What follows belongs to an exercise in optimizing a design on an open flow for small area, a short achievable clock period and few clock cycles per item; a production flow would make more cautious choices.
In this exercise RTL edits were held to simulation tests only and were not proved equivalent to the original.

==> 04-09 <==
// nmea_core
module nmea_core (
    input  wire       clk,
    input  wire       rst,
    input  wire       in_valid,
    output reg        in_ready,
    input  wire [9:0] in_beat,
    output reg        out_valid,
    input  wire       out_ready,
    output reg  [9:0] out_beat
);
export LEC_CHECK = 0
export ABC_AREA = 1
export CAP_MARGIN = 20
export CORE_MARGIN = 2
export CORE_UTILIZATION = 40
export CTS_BUF_LIST = sky130_fd_sc_hd__clkbuf_16
export CTS_CLUSTER_DIAMETER = 80
export CTS_CLUSTER_SIZE = 30
export PLACE_DENSITY = 0.6
export SETUP_SLACK_MARGIN = 5.0
export SLEW_MARGIN = 20
create_clock -name core_clock -period 8.0 [get_ports {clk}]
run.sh (not shown) runs the stock make flow with config.mk's settings and CLKGATE_MAP_FILE= SYNTH_SCRIPT=/design/flow/synth_recipe.tcl, a recipe that flattens the netlist after the stock synthesis.
==> inputs of 02-25, as changes to 04-09 <==
--- a/flow/design.v
+++ b/flow/design.v
@@ -163,17 +163,20 @@
     wire       hd_msg  = q_any && !hd_eos && !q_m;
     wire       hd_done = q_any && !hd_eos && q_m && (q_f0[0] == q_f1[0]);
     wire       hd_fld  = q_any && !hd_eos && q_m && !hd_done && (R == q_f0[0]);
     wire       tl_eos  = !q_any && (eos_tail != 4'd0);
     wire       st2_job = e_job && c_ok;
     wire       deq     = hd_done && !st2_job;
     wire       emit    = can_out && (hd_msg || hd_fld || hd_eos || tl_eos);
     wire       tail_dec = can_out && tl_eos;
-    wire [3:0] eos_tail_dec = eos_tail - {3'd0, tail_dec};
+    wire [3:0] eos_tail_m1  = eos_tail - 4'd1;
+    wire [3:0] eos_tail_dec = tail_dec ? eos_tail_m1 : eos_tail;
+    wire [3:0] eos_tail_nx  = e_eos ? (tail_dec ? eos_tail : eos_tail + 4'd1)
+                                    : eos_tail_dec;
     integer k;
     always @(posedge clk) begin
         W <= inc(W);
         R <= inc(R);
         if (rst) begin
             W <= 8'd0;
             R <= N - 1 - D;
         end
@@ -394,17 +397,17 @@
                     if (qc == k) begin
                         q_t[k]  <= {m[3] | m[2], m[3] | m[1]};
                         q_f0[k] <= fc_a;
                         q_f1[k] <= star_a;
                         q_e[k]  <= eos_tail_dec;
                     end
                 eos_tail <= {3'd0, e_eos};
             end else begin
-                eos_tail <= eos_tail_dec + {3'd0, e_eos};
+                eos_tail <= eos_tail_nx;
             end
             qc <= qc + {2'd0, st2_job} - {2'd0, deq};
             rb_ok <= !rwd && ((!q_any && !coming) ||
                               (wpu ? (inc(W) != bound) : in_range(inc(W), wp, bound)));
             if (emit) begin
                 out_valid <= 1'b1;
                 out_beat  <= hd_msg ? {2'b10, 6'd0, q_t[0]} :
                              hd_fld ? {2'b00, ring_r} : 10'h300;
--- a/flow/config.mk
+++ b/flow/config.mk
@@ -10,8 +10,9 @@
 export CORE_MARGIN = 2
 export CORE_UTILIZATION = 40
 export CTS_BUF_LIST = sky130_fd_sc_hd__clkbuf_16
 export CTS_CLUSTER_DIAMETER = 80
 export CTS_CLUSTER_SIZE = 30
 export PLACE_DENSITY = 0.6
 export SETUP_SLACK_MARGIN = 5.0
 export SLEW_MARGIN = 20
+export TNS_END_PERCENT = 5
==> inputs of 01-11, as changes to 04-09 <==
--- a/flow/design.v
+++ b/flow/design.v
@@ -39,33 +39,31 @@
     endfunction
     reg  [8*N-1:0] ring;
     reg  [7:0] W;             
     reg  [7:0] R;             
     wire [7:0] ring_w = ring[8*N-1 -: 8];
     wire [7:0] ring_r = ring[8*D+7 -: 8];
     reg        wr_en;
     reg  [9:0] iq0, iq1;
-    wire [4:0] ic0 = bclass(iq0[7:0]);
+    reg  [4:0] ic0, ic1;
     reg  [1:0] occ;
     wire       acc  = in_valid && in_ready;
     reg        cons;              
     wire       hv   = (occ != 2'd0);
     always @(posedge clk)
         ring <= {ring[8*(N-1)-1:0], wr_en ? iq0[7:0] : ring_w};
     reg  [6:0] len;           
     reg  [6:0] sl;            
     reg  [6:0] len_n, sl_n;
     reg        lz_n, ll_n, sz_n, sll_n;
     wire       len_le77 = (len <= 7'd77);
     wire       sl_le77  = (sl <= 7'd77);
     reg        len_z, len_le78, sl_z, sl_le78;   
     reg        al;            
-    reg        rwd;           
-    reg        rb_ok;         
     reg        sdollar;       
     reg        lastcr;        
     reg        hpend;         
     reg  [7:0] lstart;        
     reg  [7:0] s0;            
     reg  [7:0] wp;            
     reg  [3:0] enabled;
     reg  [7:0] xr, xs;        
@@ -84,17 +82,19 @@
     reg        rs_idle;       
     reg        rs_eos;
     reg  [1:0] q_t  [0:Q-1];
     reg  [7:0] q_f0 [0:Q-1];    
     reg  [7:0] q_f1 [0:Q-1];    
     reg  [3:0] q_e  [0:Q-1];    
     reg        q_m;             
     reg  [2:0] qc;
+    reg  [7:0] tail_f1;
     reg  [3:0] eos_tail;
+    reg        w_free;          
     reg  [7:0] vb, va;
     reg  [4:0] vc;
     reg        v_go;
     wire [6:0] vi = len;
     wire [4:0] hxb = hexval(vb);
     wire       ck_ok   = star ? ((ac == 2'd2 && d1v && d2v) ? (d1e && d2e) : (xs == 8'h00))
                               : (xr == 8'h00);
     wire       cm_ok   = fcok && (!star || cs);
@@ -105,17 +105,17 @@
     wire [7:0] h_b    = iq0[7:0];
     wire       h_lf   = ic0[4];
     wire       h_cr   = ic0[3];
     wire       h_cmd  = hv && (iq0[9:8] == 2'b10);
     wire [6:0] len1 = (len == 7'd80) ? 7'd80 : len + 7'd1;
     wire [6:0] sl1  = (sl == 7'd80) ? 7'd80 : sl + 7'd1;
     wire       sd1  = sl_z ? ic0[2] : sdollar;
     wire       useful = len_le78 || (sd1 && sl_le78);
-    wire       anch_ok;
+    wire       aligned = len_z || al;
     wire       q_room   = (qc + {2'b00, e_job}) < Q;
     wire       eos_room = (eos_tail <= 4'd13);
     reg        s1_job, s1_rare, s1_eos;
     always @* begin
         cons    = 1'b0;
         s1_job  = 1'b0;
         s1_rare = 1'b0;
         s1_eos  = 1'b0;
@@ -126,17 +126,17 @@
         wr_en   = 1'b0;
         if (pend_end) begin
         end else if (rs_idle) begin
             if (h_data && !h_lf) begin
                 s1_eos  = h_last;
                 s1_job  = h_last && h_cr;
                 s1_rare = h_last && h_cr && hpend && sd1;
                 if ((!h_last || (eos_room && (!s1_rare || q_room))) &&
-                    (!useful || (len_z ? rb_ok : anch_ok))) begin
+                    (!useful || (aligned && w_free))) begin
                     cons  = 1'b1;
                     v_go  = 1'b1;
                     wr_en = useful;
                 end
             end else if (h_data) begin
                 s1_eos  = h_last;
                 s1_job  = (sl != 7'd0) && lastcr;
                 s1_rare = (sl != 7'd0) && lastcr && hpend && sdollar;
@@ -150,20 +150,16 @@
         end else if (rs != RS_JOB) begin
             v_go = (W == wp);
             vb   = ring_w;
             vc   = bclass(ring_w);
         end
     end
     wire       can_out = !out_valid || out_ready;
     wire       q_any   = (qc != 3'd0);
-    assign     anch_ok = al && !(q_any && (rwd || wp == q_f0[0]));
-    wire       wpu     = wr_en || (v_go && !rs_idle);
-    wire       coming  = c_ok && (e_job || pend_end || (rs_idle && h_data && h_lf && lastcr && !sl_z));
-    wire [7:0] bound   = q_any ? q_f0[0] : fc_a;
     wire       hd_eos  = q_any && (q_e[0] != 4'd0);
     wire       hd_msg  = q_any && !hd_eos && !q_m;
     wire       hd_done = q_any && !hd_eos && q_m && (q_f0[0] == q_f1[0]);
     wire       hd_fld  = q_any && !hd_eos && q_m && !hd_done && (R == q_f0[0]);
     wire       tl_eos  = !q_any && (eos_tail != 4'd0);
     wire       st2_job = e_job && c_ok;
     wire       deq     = hd_done && !st2_job;
     wire       emit    = can_out && (hd_msg || hd_fld || hd_eos || tl_eos);
@@ -178,32 +174,33 @@
             R <= N - 1 - D;
         end
         if (rst) begin
             occ      <= 2'd0;
             in_ready <= 1'b1;
         end else begin
             case ({acc, cons})
                 2'b10: begin
-                    if (occ == 2'd0) begin iq0 <= in_beat; end
-                    else             begin iq1 <= in_beat; end
+                    if (occ == 2'd0) begin iq0 <= in_beat; ic0 <= bclass(in_beat[7:0]); end
+                    else             begin iq1 <= in_beat; ic1 <= bclass(in_beat[7:0]); end
                     occ      <= occ + 2'd1;
                     in_ready <= (occ == 2'd0);
                 end
                 2'b01: begin
                     iq0      <= iq1;
+                    ic0      <= ic1;
                     occ      <= occ - 2'd1;
                     in_ready <= 1'b1;
                 end
                 2'b11: begin
                     if (occ == 2'd1) begin
-                        iq0 <= in_beat;
+                        iq0 <= in_beat; ic0 <= bclass(in_beat[7:0]);
                     end else begin
-                        iq0 <= iq1;
-                        iq1 <= in_beat;
+                        iq0 <= iq1; ic0 <= ic1;
+                        iq1 <= in_beat; ic1 <= bclass(in_beat[7:0]);
                     end
                 end
                 default: ;
             endcase
         end
         if (v_go) begin
             if (vi == 7'd0) begin
                 xr <= 8'h00;
@@ -237,17 +234,17 @@
             end
             case (vi)
                 7'd3: m <= {vb == "R", vb == "G", vb == "G", vb == "G"};
                 7'd4: m <= m & {vb == "M", vb == "S", vb == "N", vb == "G"};
                 7'd5: m <= m & {vb == "C", vb == "A", vb == "S", vb == "A"};
                 default: ;
             endcase
             c_ok <= cand_ok;
-            if (wr_en || !rs_idle) wp <= inc(va);
+            wp   <= inc(va);
         end
         len_n = len;
         sl_n  = sl;
         lz_n  = len_z;
         ll_n  = len_le78;
         sz_n  = sl_z;
         sll_n = sl_le78;
         rs_n  = rs;
@@ -326,20 +323,18 @@
                             default: ;
                         endcase
                     end
                 end
                 RS_WS, RS_SS: begin
                     if (v_go) begin
                         len_n  = len1; lz_n = 1'b0; ll_n = len_le77;
                         rs_n   = RS_SS;
-                        if (len1 == sl) begin
-                            rs_n = RS_JOB;
-                            sl_n = 7'd0; sz_n = 1'b1; sll_n = 1'b1;
-                        end
+                        sl_n   = sl - 7'd1; sz_n = (sl == 7'd1); sll_n = 1'b1;
+                        if (sl == 7'd1) rs_n = RS_JOB;
                     end
                 end
                 RS_JOB: begin
                     e_job <= 1'b1;
                     e_eos <= rs_eos;
                     rs_n    = RS_WH;
                     wp    <= lstart;
                     len_n   = 7'd0; lz_n = 1'b1; ll_n = 1'b1;
@@ -357,27 +352,24 @@
         len      <= len_n;
         sl       <= sl_n;
         len_z    <= lz_n;
         len_le78 <= ll_n;
         sl_z     <= sz_n;
         sl_le78  <= sll_n;
         rs       <= rs_n;
         rs_idle  <= (rs_n == RS_IDLE);
-        al       <= wpu || (inc(W) == wp);
-        if (!q_any && rs_idle) rwd <= 1'b0;
-        if (rs_n != RS_IDLE && rs_idle) rwd <= 1'b1;
-        if (rst) rwd <= 1'b0;
+        al       <= v_go || (inc(W) == wp);
         if (rst) begin
             qc        <= 3'd0;
             q_m       <= 1'b0;
             eos_tail  <= 4'd0;
             out_valid <= 1'b0;
             out_beat  <= 10'd0;
-            rb_ok     <= 1'b1;
+            w_free    <= 1'b1;
         end else begin
             if (can_out && hd_eos) q_e[0] <= q_e[0] - 4'd1;
             if (can_out && hd_msg) begin
                 q_m     <= 1'b1;
                 q_f0[0] <= inc(q_f0[0]);    
             end
             if (can_out && hd_fld) q_f0[0] <= inc(q_f0[0]);
             if (deq) begin
@@ -392,23 +384,25 @@
             if (st2_job) begin
                 for (k = 0; k < Q; k = k + 1)
                     if (qc == k) begin
                         q_t[k]  <= {m[3] | m[2], m[3] | m[1]};
                         q_f0[k] <= fc_a;
                         q_f1[k] <= star_a;
                         q_e[k]  <= eos_tail_dec;
                     end
+                tail_f1  <= star_a;
                 eos_tail <= {3'd0, e_eos};
             end else begin
                 eos_tail <= eos_tail_dec + {3'd0, e_eos};
             end
             qc <= qc + {2'd0, st2_job} - {2'd0, deq};
-            rb_ok <= !rwd && ((!q_any && !coming) ||
-                              (wpu ? (inc(W) != bound) : in_range(inc(W), wp, bound)));
+            w_free <= (!q_any || !in_range(inc(W), q_f0[0], tail_f1)) &&
+                      !(c_ok && (e_job || (rs_idle && h_data && h_lf && lastcr)) &&
+                        in_range(inc(W), fc_a, star_a));
             if (emit) begin
                 out_valid <= 1'b1;
                 out_beat  <= hd_msg ? {2'b10, 6'd0, q_t[0]} :
                              hd_fld ? {2'b00, ring_r} : 10'h300;
             end else if (out_ready) begin
                 out_valid <= 1'b0;
             end
         end
==> flow/config.mk (replaced) <==
export PLATFORM = sky130hd
export DESIGN_NAME = nmea_core
export DESIGN_NICKNAME = nmea_core
export VERILOG_FILES = /design/flow/design.v
export SDC_FILE = /design/flow/constraint.sdc
export NUM_CORES = 4
export LEC_CHECK = 0
export CAP_MARGIN = 20
export CORE_MARGIN = 2
export CORE_UTILIZATION = 40
export CTS_BUF_LIST = sky130_fd_sc_hd__clkbuf_16
export CTS_CLUSTER_DIAMETER = 80
export CTS_CLUSTER_SIZE = 30
export PLACE_DENSITY = 0.6
export SETUP_SLACK_MARGIN = 5.0
export SLEW_MARGIN = 20
==> results.toml <==
[status]
status = "complete, no violations"

[final_layout]
multi_input_area_um2 = 6769

[sta]
clock-skew-final_ns = 0.07955

[power_and_ir_drop]
pg_seq_mw = 8.83
p_per_area_nw_per_um2 = 339.0

[grt]
grtUsageTotal = 0.1211

[place]
globalplace.congestion = 0.8704

[setup_path]
crit_path_start = "out_ready"
slowest_delay_ns = 0.46

[yosys]
synth_compound_area_frac = 0.05080
the above is filed under 04-09

==> results.toml <==
[status]
status = "complete, no violations"

[yosys]
syn_area_um2 = 39180
synth_compound_area_frac = 0.05288

[power_and_ir_drop]
switching_share = 0.2683
switchingPower_mw = 3.881
p_per_area_nw_per_um2 = 335.2

[place]
globalplace.congestion = 0.8567

[sta]
clock-skew-final_ns = 0.05075
hold_violations = 0

[setup_path]
r2r_end = "d2e$_DFFE_PP_"

[floorplanning]
die_x_um = 317.0

[flow_run]
cap_violations = 0

[final_layout]
multi_input_area_um2 = 6658

[grt]
gr-usage-met3 = 0.02015
grtUsageTotal = 0.1250
the above is filed under 02-25

==> results.toml <==
[clock_tree]
ctsHoldBuffers = 0

[grt]
grt_pass1_wl_um = 103500
grtUsageTotal = 0.1253

[yosys]
synth_compound_area_frac = 0.05743

[status]
status = "complete, no violations"

[power_and_ir_drop]
finalPower_mw = 13.40
p_per_area_nw_per_um2 = 302.6
pg_seq_mw = 8.43

[place]
io_buffers = 25
globalplace.congestion = 0.8220

[sta]
maxSlewHeadroom = 0.3739
hold_ws_ns = 0.3157
clock.fmax_mhz = 338.5

[floorplanning]
dieHeight_um = 318.9

[final_layout]
multi_input_area_um2 = 7709

[setup_path]
crit_path_end = "q_f1[2][2]$_DFFE_PP_"
the above is filed under 01-11

Testbench counts of 04-09, summed over its fixed seeds: cycles 146,334, bytes 145,071.
Testbench counts of 02-25, summed over its fixed seeds: cycles 146,334, bytes 145,071.
Testbench counts of 01-11, summed over its fixed seeds: cycles 146,334, bytes 145,071.

separate check: timing with driven ports:
No port has a modelled driver above. Below, the same layouts with a new extraction and two added sets of constraints.
Step 1, drivers: a clkbuf_16 drives clk and a buf_2 each remaining input, both assumed.
Step 2, shift: input delay + t, output delay - t, t = (earliest + latest rising clock arrival at the registers) / 2. This alone moves slack from input paths to output paths.
a / b / c = ideal / step 1 / step 2; a / b = the first two.
| run | shift t [ns] | slack for setup (ns) | hold WS [ns] |
|---|---|---|---|
| 04-09 | 0.709 | 5.068 / 5.023 / 4.399 | 0.312 / 0.312 / 0.312 |
| 02-25 | 0.716 | 4.793 / 4.733 / 4.324 | 0.303 / 0.303 / 0.303 |
| 01-11 | 0.728 | 5.046 / 5.017 / 4.354 | 0.316 / 0.316 / 0.316 |
After both steps setup and hold are still met in every run listed. The setup slack of 01-11, which loses most, moves by -0.029 ns with the drivers and by -0.692 ns with both steps.
